Source: an optimization exercise on an open RTL-to-GDS flow (aim: small area, a short achievable clock period and few clock cycles). Production flows keep margins and buffers that such runs may drop. Only simulation tests tie the RTL to the original design; equivalence was not proved. Power figures rest on the tool's default switching activity, not on a simulated workload.

### flow/config.mk
export PLATFORM = sky130hd
export DESIGN_NAME = openlst_rf_codec
export DESIGN_NICKNAME = openlst_rf_codec
export VERILOG_FILES = /design/flow/design.v
export SDC_FILE = /design/flow/constraint.sdc
export NUM_CORES = 4
export LEC_CHECK = 0
export CAP_MARGIN = 20
export CORE_MARGIN = 2
export CORE_UTILIZATION = 40
export PLACE_DENSITY = 0.6
export SLEW_MARGIN = 20
### flow/constraint.sdc
create_clock -name core_clock -period 5.0 [get_ports {clk}]
set_input_delay 1.0000 -clock core_clock [delete_from_list [all_inputs] [get_ports {clk}]]
set_output_delay 1.0000 -clock core_clock [all_outputs]
set_load 0.01 [all_outputs]
### flow/design.v
module openlst_crc16 (
    input  wire [15:0] crc_in,
    input  wire [7:0]  data,
    output reg  [15:0] crc_out
);
    integer k;
    always @(*) begin
        crc_out = crc_in ^ {data, 8'h00};
        for (k = 0; k < 8; k = k + 1) begin
            if (crc_out[15])
                crc_out = {crc_out[14:0], 1'b0} ^ 16'h8005;
            else
                crc_out = {crc_out[14:0], 1'b0};
        end
    end
endmodule
module openlst_rf_rx #(
    parameter [7:0] SUBSYS_RADIO = 8'h01
) (
    input  wire        clk,
    input  wire        rst,
    input  wire [15:0] self_id,
    input  wire        fwd_en,
    input  wire        rx_valid,
    input  wire [7:0]  rx_data,
    output wire        rx_ready,
    output reg         pay_valid,
    output reg  [7:0]  pay_data,
    output reg         res_valid,
    output reg  [1:0]  res_status,
    output reg  [1:0]  res_route,
    output reg  [7:0]  res_len,
    output reg  [15:0] res_dev_id,
    output reg  [15:0] res_seq,
    output reg  [7:0]  res_subsys,
    output reg  [7:0]  res_opcode,
    output reg         res_fbit,
    output reg  [31:0] cnt_good,
    output reg  [31:0] cnt_rej_crc,
    output reg  [31:0] cnt_rej_other
);
    localparam [1:0] ST_GOOD  = 2'd0;
    localparam [1:0] ST_CRC   = 2'd1;
    localparam [1:0] ST_SHORT = 2'd2;
    localparam [1:0] RT_DROP  = 2'd0;
    localparam [1:0] RT_LOCAL = 2'd1;
    localparam [1:0] RT_FWD   = 2'd2;
    reg  [7:0]  idx;         
    reg  [7:0]  len;         
    reg  [15:0] crc;         
    reg         fbit;
    reg  [15:0] seq;
    reg  [7:0]  subsys;
    reg  [7:0]  opcode;
    reg  [15:0] dev_id;
    reg  [7:0]  crc_lo;      
    wire        take = rx_valid && rx_ready;
    wire        first = (idx == 8'd0);
    wire [7:0]  cur_len = first ? rx_data : len;
    wire        last = (idx == cur_len);
    wire        long_enough = (cur_len >= 8'd9);
    wire [15:0] crc_base = first ? 16'hFFFF : crc;
    wire [15:0] crc_step;
    openlst_crc16 u_crc (.crc_in(crc_base), .data(rx_data), .crc_out(crc_step));
    wire        in_crc_range = first || ({1'b0, idx} + 9'd3 < {1'b0, len});
    wire [15:0] footer_crc = {rx_data, crc_lo};
    wire        crc_ok = (crc == footer_crc);
    wire        addr_match = (subsys == SUBSYS_RADIO) &&
                             ((dev_id == self_id) || (dev_id == 16'hFFFF));
    assign rx_ready = 1'b1;
    always @(posedge clk) begin
        if (rst) begin
            idx           <= 8'd0;
            len           <= 8'd0;
            crc           <= 16'hFFFF;
            fbit          <= 1'b0;
            seq           <= 16'd0;
            subsys        <= 8'd0;
            opcode        <= 8'd0;
            dev_id        <= 16'd0;
            crc_lo        <= 8'd0;
            pay_valid     <= 1'b0;
            pay_data      <= 8'd0;
            res_valid     <= 1'b0;
            res_status    <= ST_GOOD;
            res_route     <= RT_DROP;
            res_len       <= 8'd0;
            res_dev_id    <= 16'd0;
            res_seq       <= 16'd0;
            res_subsys    <= 8'd0;
            res_opcode    <= 8'd0;
            res_fbit      <= 1'b0;
            cnt_good      <= 32'd0;
            cnt_rej_crc   <= 32'd0;
            cnt_rej_other <= 32'd0;
        end else begin
            pay_valid <= 1'b0;
            res_valid <= 1'b0;
            if (take) begin
                if (first)
                    len <= rx_data;
                if (in_crc_range)
                    crc <= crc_step;
                if (idx == 8'd1) fbit        <= rx_data[6];
                if (idx == 8'd2) seq[7:0]    <= rx_data;
                if (idx == 8'd3) seq[15:8]   <= rx_data;
                if (idx == 8'd4) subsys      <= rx_data;
                if (idx == 8'd5) opcode      <= rx_data;
                if (!first && idx == len - 8'd3) dev_id[7:0]  <= rx_data;
                if (!first && idx == len - 8'd2) dev_id[15:8] <= rx_data;
                if (!first && idx == len - 8'd1) crc_lo       <= rx_data;
                if (long_enough && idx >= 8'd6 && ({1'b0, idx} + 9'd3 < {1'b0, len})) begin
                    pay_valid <= 1'b1;
                    pay_data  <= rx_data;
                end
                if (last) begin
                    idx        <= 8'd0;
                    res_valid  <= 1'b1;
                    res_len    <= cur_len - 8'd3;
                    res_dev_id <= dev_id;
                    res_seq    <= seq;
                    res_subsys <= subsys;
                    res_opcode <= opcode;
                    res_fbit   <= fbit;
                    if (addr_match)
                        res_route <= RT_LOCAL;
                    else if (fwd_en)
                        res_route <= RT_FWD;
                    else
                        res_route <= RT_DROP;
                    if (!long_enough) begin
                        res_status    <= ST_SHORT;
                        cnt_rej_other <= cnt_rej_other + 32'd1;
                    end else if (!crc_ok) begin
                        res_status  <= ST_CRC;
                        cnt_rej_crc <= cnt_rej_crc + 32'd1;
                    end else begin
                        res_status <= ST_GOOD;
                        cnt_good   <= cnt_good + 32'd1;
                    end
                end else begin
                    idx <= idx + 8'd1;
                end
            end
        end
    end
endmodule
module openlst_rf_tx (
    input  wire        clk,
    input  wire        rst,
    input  wire        tx_valid,
    input  wire [7:0]  tx_data,
    input  wire        tx_fbit,
    output reg         tx_ready,
    output reg         pkt_valid,
    output reg  [7:0]  pkt_data,
    input  wire        pkt_ready,
    output reg  [31:0] cnt_sent
);
    localparam [3:0] T_IDLE  = 4'd0;    
    localparam [3:0] T_LEN   = 4'd1;    
    localparam [3:0] T_FLAGS = 4'd2;    
    localparam [3:0] T_DEV0  = 4'd3;    
    localparam [3:0] T_DEV1  = 4'd4;    
    localparam [3:0] T_BODY  = 4'd5;    
    localparam [3:0] T_FDEV0 = 4'd6;    
    localparam [3:0] T_FDEV1 = 4'd7;    
    localparam [3:0] T_CRC0  = 4'd8;    
    localparam [3:0] T_CRC1  = 4'd9;    
    localparam [3:0] T_DROP  = 4'd10;   
    reg  [3:0]  state;
    reg  [7:0]  msg_len;
    reg  [7:0]  remain;      
    reg         fbit;
    reg  [15:0] dev_id;
    reg  [15:0] crc;
    reg         pkt_last;    
    wire        out_free = !pkt_valid || pkt_ready;
    reg  [7:0]  out_byte;
    always @(*) begin
        case (state)
            T_LEN:   out_byte = msg_len + 8'd3;
            T_FLAGS: out_byte = {1'b0, fbit, 6'b0};
            T_FDEV0: out_byte = dev_id[7:0];
            T_FDEV1: out_byte = dev_id[15:8];
            T_CRC0:  out_byte = crc[7:0];
            T_CRC1:  out_byte = crc[15:8];
            default: out_byte = tx_data;
        endcase
    end
    always @(*) begin
        case (state)
            T_IDLE, T_DEV0, T_DEV1, T_DROP: tx_ready = 1'b1;
            T_BODY:                         tx_ready = out_free;
            default:                        tx_ready = 1'b0;
        endcase
    end
    wire [15:0] crc_base = (state == T_LEN) ? 16'hFFFF : crc;
    wire [15:0] crc_step;
    openlst_crc16 u_crc (.crc_in(crc_base), .data(out_byte), .crc_out(crc_step));
    wire take = tx_valid && tx_ready;
    always @(posedge clk) begin
        if (rst) begin
            state     <= T_IDLE;
            msg_len   <= 8'd0;
            remain    <= 8'd0;
            fbit      <= 1'b0;
            dev_id    <= 16'd0;
            crc       <= 16'hFFFF;
            pkt_valid <= 1'b0;
            pkt_data  <= 8'd0;
            pkt_last  <= 1'b0;
            cnt_sent  <= 32'd0;
        end else begin
            if (pkt_valid && pkt_ready) begin
                pkt_valid <= 1'b0;
                if (pkt_last)
                    cnt_sent <= cnt_sent + 32'd1;
            end
            case (state)
                T_IDLE: begin
                    if (take) begin
                        msg_len <= tx_data;
                        remain  <= tx_data;
                        fbit    <= tx_fbit;
                        if (tx_data > 8'd252)
                            state <= T_DROP;
                        else
                            state <= T_LEN;
                    end
                end
                T_DROP: begin
                    if (take) begin
                        remain <= remain - 8'd1;
                        if (remain == 8'd1)
                            state <= T_IDLE;
                    end
                end
                T_DEV0: begin
                    if (take) begin
                        dev_id[7:0] <= tx_data;
                        state       <= T_DEV1;
                    end
                end
                T_DEV1: begin
                    if (take) begin
                        dev_id[15:8] <= tx_data;
                        remain       <= msg_len - 8'd2;
                        state        <= T_BODY;
                    end
                end
                T_BODY: begin
                    if (take) begin
                        pkt_valid <= 1'b1;
                        pkt_data  <= out_byte;
                        pkt_last  <= 1'b0;
                        crc       <= crc_step;
                        remain    <= remain - 8'd1;
                        if (remain == 8'd1)
                            state <= T_FDEV0;
                    end
                end
                default: begin
                    if (out_free) begin
                        pkt_valid <= 1'b1;
                        pkt_data  <= out_byte;
                        pkt_last  <= (state == T_CRC1);
                        if (state == T_LEN || state == T_FLAGS)
                            crc <= crc_step;
                        case (state)
                            T_LEN:   state <= T_FLAGS;
                            T_FLAGS: state <= T_DEV0;
                            T_FDEV0: state <= T_FDEV1;
                            T_FDEV1: state <= T_CRC0;
                            T_CRC0:  state <= T_CRC1;
                            default: state <= T_IDLE;
                        endcase
                    end
                end
            endcase
        end
    end
endmodule
module openlst_rf_codec (
    input  wire        clk,
    input  wire        rst,
    input  wire [15:0] self_id,
    input  wire        fwd_en,
    input  wire        rx_valid,
    input  wire [7:0]  rx_data,
    output wire        rx_ready,
    output wire        pay_valid,
    output wire [7:0]  pay_data,
    output wire        res_valid,
    output wire [1:0]  res_status,
    output wire [1:0]  res_route,
    output wire [7:0]  res_len,
    output wire [15:0] res_dev_id,
    output wire [15:0] res_seq,
    output wire [7:0]  res_subsys,
    output wire [7:0]  res_opcode,
    output wire        res_fbit,
    input  wire        tx_valid,
    input  wire [7:0]  tx_data,
    input  wire        tx_fbit,
    output wire        tx_ready,
    output wire        pkt_valid,
    output wire [7:0]  pkt_data,
    input  wire        pkt_ready,
    output wire [31:0] cnt_good,
    output wire [31:0] cnt_rej_crc,
    output wire [31:0] cnt_rej_other,
    output wire [31:0] cnt_sent
);
    openlst_rf_rx #(.SUBSYS_RADIO(8'h01)) u_rx (
        .clk(clk), .rst(rst), .self_id(self_id), .fwd_en(fwd_en),
        .rx_valid(rx_valid), .rx_data(rx_data), .rx_ready(rx_ready),
        .pay_valid(pay_valid), .pay_data(pay_data),
        .res_valid(res_valid), .res_status(res_status), .res_route(res_route),
        .res_len(res_len), .res_dev_id(res_dev_id), .res_seq(res_seq),
        .res_subsys(res_subsys), .res_opcode(res_opcode), .res_fbit(res_fbit),
        .cnt_good(cnt_good), .cnt_rej_crc(cnt_rej_crc), .cnt_rej_other(cnt_rej_other)
    );
    openlst_rf_tx u_tx (
        .clk(clk), .rst(rst),
        .tx_valid(tx_valid), .tx_data(tx_data), .tx_fbit(tx_fbit), .tx_ready(tx_ready),
        .pkt_valid(pkt_valid), .pkt_data(pkt_data), .pkt_ready(pkt_ready),
        .cnt_sent(cnt_sent)
    );
endmodule
### flow/run.sh
#!/bin/bash
# synth_recipe.tcl (not shown) runs the flow's synth.tcl, then flattens the netlist and writes it again
# the make line also repeats each setting of config.mk as NAME=value (left out here)
make -C /OpenROAD-flow-scripts/flow DESIGN_CONFIG=/design/flow/config.mk WORK_HOME=/design/flow/orfs CLKGATE_MAP_FILE= SYNTH_SCRIPT=/design/flow/synth_recipe.tcl finish
==> impl_metrics.tcl <==
set metrics [dict create \
    cts-root-buf "clkbuf_16" \
    synth_area_um2 17300 \
    drive_above_1_share_pct 5.83 \
    final_max_slew_viol_count 0 \
    worst_hold_startpoint "u_rx.res_opcode[2]" \
    io_pins 249 \
    dpl.hpwl_um 34400 \
    crit_path_frequent_cell "buf_4" \
    drt_iter0_drc 1020 \
    synth.avg_cell_area_um2 8.21 \
    yosysSeqAreaShare_pct 40.6 \
    reg2reg_depth 14 \
    grt_pass1_vias 14775 \
    first_pass_iters 5 \
    syn_nets 2181 \
    skew_ns 0.00907 \
    core_area_um2 42900 \
    htreeDepth 2 \
    cts_tree "done" \
    fin_tns_setup_ns 0 \
    io_buffers 247 \
    critical_path.top_delay_family "simple AND/OR/NAND/NOR gates" \
    drc 0 \
    routed_wl_um 50300 \
    worstPathCellList "or4_1 -> nor4_2 -> buf_4 -> mux2i_1 -> ha_1 -> inv_1 -> o2111ai_1 -> a21oi_1 -> buf_4 -> nor3_1 -> nand3_1 -> nor4_1 -> xnor2_1 -> nor2_1" \
    synthTopCellsByArea "dfxtp_1, xnor2_1, nor2_1" \
    mostFrequentLayoutCell "dfxtp_1" \
    ys_types 69 \
    p_leak_nw 7.73 \
    cts.reportedPaths.clkPinSlew_ns 0.06 \
    synth_top_area_share_pct 40.6 \
    crit_path_start_kind "flop" \
    vias 15684 \
    vias_per_cell 5.37 \
    grt_pass1_wl_um 80400 \
    setup_viol 0 \
    wl_per_cell_um 17.2 \
    cts_setup_buffers 0 \
    area_delta_synth_final_pct 26.1 \
    synth-edff-count 0 \
    clock_latency_ns 0.56 \
    cpMaxStageDelayCell "or4_1" \
    whs_path_depth 2 \
    row_count 76 \
    grt_max_degree 140 \
    min_period_ns 4.29 \
    die_h_um 212 \
    ys.flop_type "dfxtp_1" \
    start_util_pct 40.4 \
    antenna_found_initial 3 \
    synth_top_area_cell "dfxtp_1" \
    use_met2_pct 35.2 \
    critPathRequiredTime_ns 5.43 \
    crit_cells 14 \
    ff2ff_setup_slack_ns 0.71 \
    cts_made_buffers 41 \
    top_usage_layer "met2" \
    grt_util_all_layers_pct 22.1 \
    die_w_um 212 \
    post-route-period-util_pct 85.7 \
    cts_hold_buf 0 \
    ys_ff_latch 351 \
    status "no timing/DRC/antenna violations" \
    hold_path_end "u_rx.res_opcode[2]" \
    yosys_warnings 3 \
    r2r_start "u_rx.idx[3]" \
    layout_common_cells "dfxtp_1, nor2_1, clkdlybuf4s50_1" \
    cts.path.max_buffers 3 \
    worstSetupPathType "reg -> reg" \
    cp-end-kind "flop" \
    maxCapViolCount 0 \
    rsz0062_at_grt "no" \
    ir_drop_v 0.000320 \
    antenna_left 0 \
    gp_congestion 0.894 \
    p_total_w 0.00881 \
    overflow 0 \
    nets 2372 \
    synthArstFlopShare_pct 0 \
    rr_endpoint "u_rx.cnt_rej_crc[31]" \
    cp.arrival_ns 4.71 \
    hp-class "reg -> reg" \
    cts.sinks 351 \
    critPathBufInv 3 \
    gr-usage-met1_pct 29.7 \
    synthCells 2111 \
    max_freq_ghz 0.233 \
    report.final.hold_viol_count 0 \
    die_area_um2 45000 \
    ctsResizeCount 0 \
    worst_pin_slew_ns 1.02 \
    slew_headroom_pct 31.6 \
    cp_max_fo 14 \
    critPathMaxStageDelay_ns 0.66 \
    p_per_area_nw_per_um2 403 \
    met3_usage_pct 4.49 \
]
-- routing by layer --
layer | vias up | part of all wire (%)
met5 | - | 0.050
met4 | 4 | 2.5
met3 | 79 | 6.0
met2 | 418 | 45
met1 | 7469 | 46
li1 | 7714 | -
-- logic make-up after synthesis --
group / share of synthesized area [%]
other: 0.0216
AND/OR/NAND/NOR: 23.8
multiplexers: 5.23
AO/OA/AOI/OAI: 13.0
XOR/XNOR: 10.9
adder cells (fa/ha/maj): 2.24
flip-flops: 40.6
buffers and inverters: 4.22
-- cells in the mapped netlist (all sizes together), types with 10 or more instances --
master and count:
nor4 48, a221oi 11, o31ai 11, nand2b 10, nor2b 15, inv 55
or3 36, xnor2 139, buf 15, nand2 230, mux2 10, a22oi 14
nor3 72, o21bai 10, and3 22, nand3 71, a211o 20, a31oi 11
dfxtp 351, nand4 54, o21ai 63, a21oi 156, ha 31, xor2 67
clkbuf 123, nor2 272, a211oi 17, mux2i 78
-- worst max path at each step --
stage	slack [ns]	start	end
after floorplan	1.06	u_rx.idx[6]	u_rx.cnt_rej_other[12]
after global placement	0.94	u_rx.idx[3]	u_rx.cnt_rej_crc[31]
after detailed placement	0.80	u_rx.idx[3]	u_rx.cnt_rej_crc[31]
after CTS	0.76	u_rx.idx[3]	u_rx.cnt_rej_crc[19]
after global routing	0.35	u_rx.idx[3]	u_rx.cnt_rej_crc[31]
final	0.71	u_rx.idx[3]	u_rx.cnt_rej_crc[31]
-- metrics by stage --
step | setup WS, ns | hold WS, ns | utilization, % | std cells | instance area [um^2]
2_1_floorplan | 1.06 | 0.431 | - | 2111 | 17300
3_3_place_gp | 0.941 | 0.440 | 47.5 | 2844 | 20300
3_5_place_dp | 0.797 | 0.445 | 47.5 | 2844 | 20300
4_1_cts | 0.764 | 0.454 | 50.9 | 2918 | 21800
5_1_grt | 0.354 | 0.469 | 50.9 | 2918 | 21800
6_report | 0.715 | 0.452 | 50.9 | 2919 | 21800
-- power breakdown --
group	internal (W)	total (W)	switching, W
clock	0.00205	0.00327	0.00122
combinational	0.00110	0.00237	0.00128
sequential	0.00295	0.00316	0.000214
total	0.00609	0.00881	0.00271
-- worst register-to-register path, stage by stage, from the launching register on --
cell and delay, ns:
dfxtp_1 0.48, or4_1 0.66, nor4_2 0.24, buf_4 0.30, mux2i_1 0.51, ha_1 0.24, inv_1 0.04, o2111ai_1 0.11
a21oi_1 0.11, buf_4 0.17, nor3_1 0.31, nand3_1 0.42, nor4_1 0.37, xnor2_1 0.16, nor2_1 0.05
-- layout make-up --
class / instances / area, um^2
antenna: 1 / 2.50
clock buffer: 57 / 1210
clock inverter: 17 / 273
fill: 4082 / 21000
inverter: 55 / 206
multi-input combinational: 1567 / 9590
sequential: 351 / 7030
tap: 585 / 732
timing repair buffer: 286 / 2800
-- sequential cells by signal, indices dropped and copies added, names as in the netlist, 16 cells and up --
register / flops
u_rx.dev_id: 16
u_rx.seq: 16
u_rx.res_seq: 16
u_rx.cnt_rej_other: 32
u_tx.crc: 16
u_tx.cnt_sent: 32
u_rx.res_dev_id: 16
u_rx.cnt_good: 32
u_rx.crc: 16
u_rx.cnt_rej_crc: 32
u_tx.dev_id: 16
Testbench counts, summed over its fixed seeds: cycles 103,930.

## what the ideal ports hide
The flow's constraints put no driver on any port. The routed layout listed below was extracted and timed again, unchanged, in two steps. Step 1 sets driving cells, clkbuf_16 on the clock port and buf_2 on the other inputs (assumed; they add their load-dependent delay and slew). Step 2, shift: input delay + t, output delay - t, t = (earliest + latest rising clock arrival at the registers) / 2. This alone moves slack from input paths to output paths. a / b / c = ideal / step 1 / step 2; a / b = the first two.
t, ns: 0.609
setup slack, ns: 0.715 / 0.715 / 0.715
worst setup path at the end: register to register
After both steps setup and hold are still met in this run. For this run, drivers alone change the setup slack by 0.000 ns; drivers and shift together by 0.000 ns.
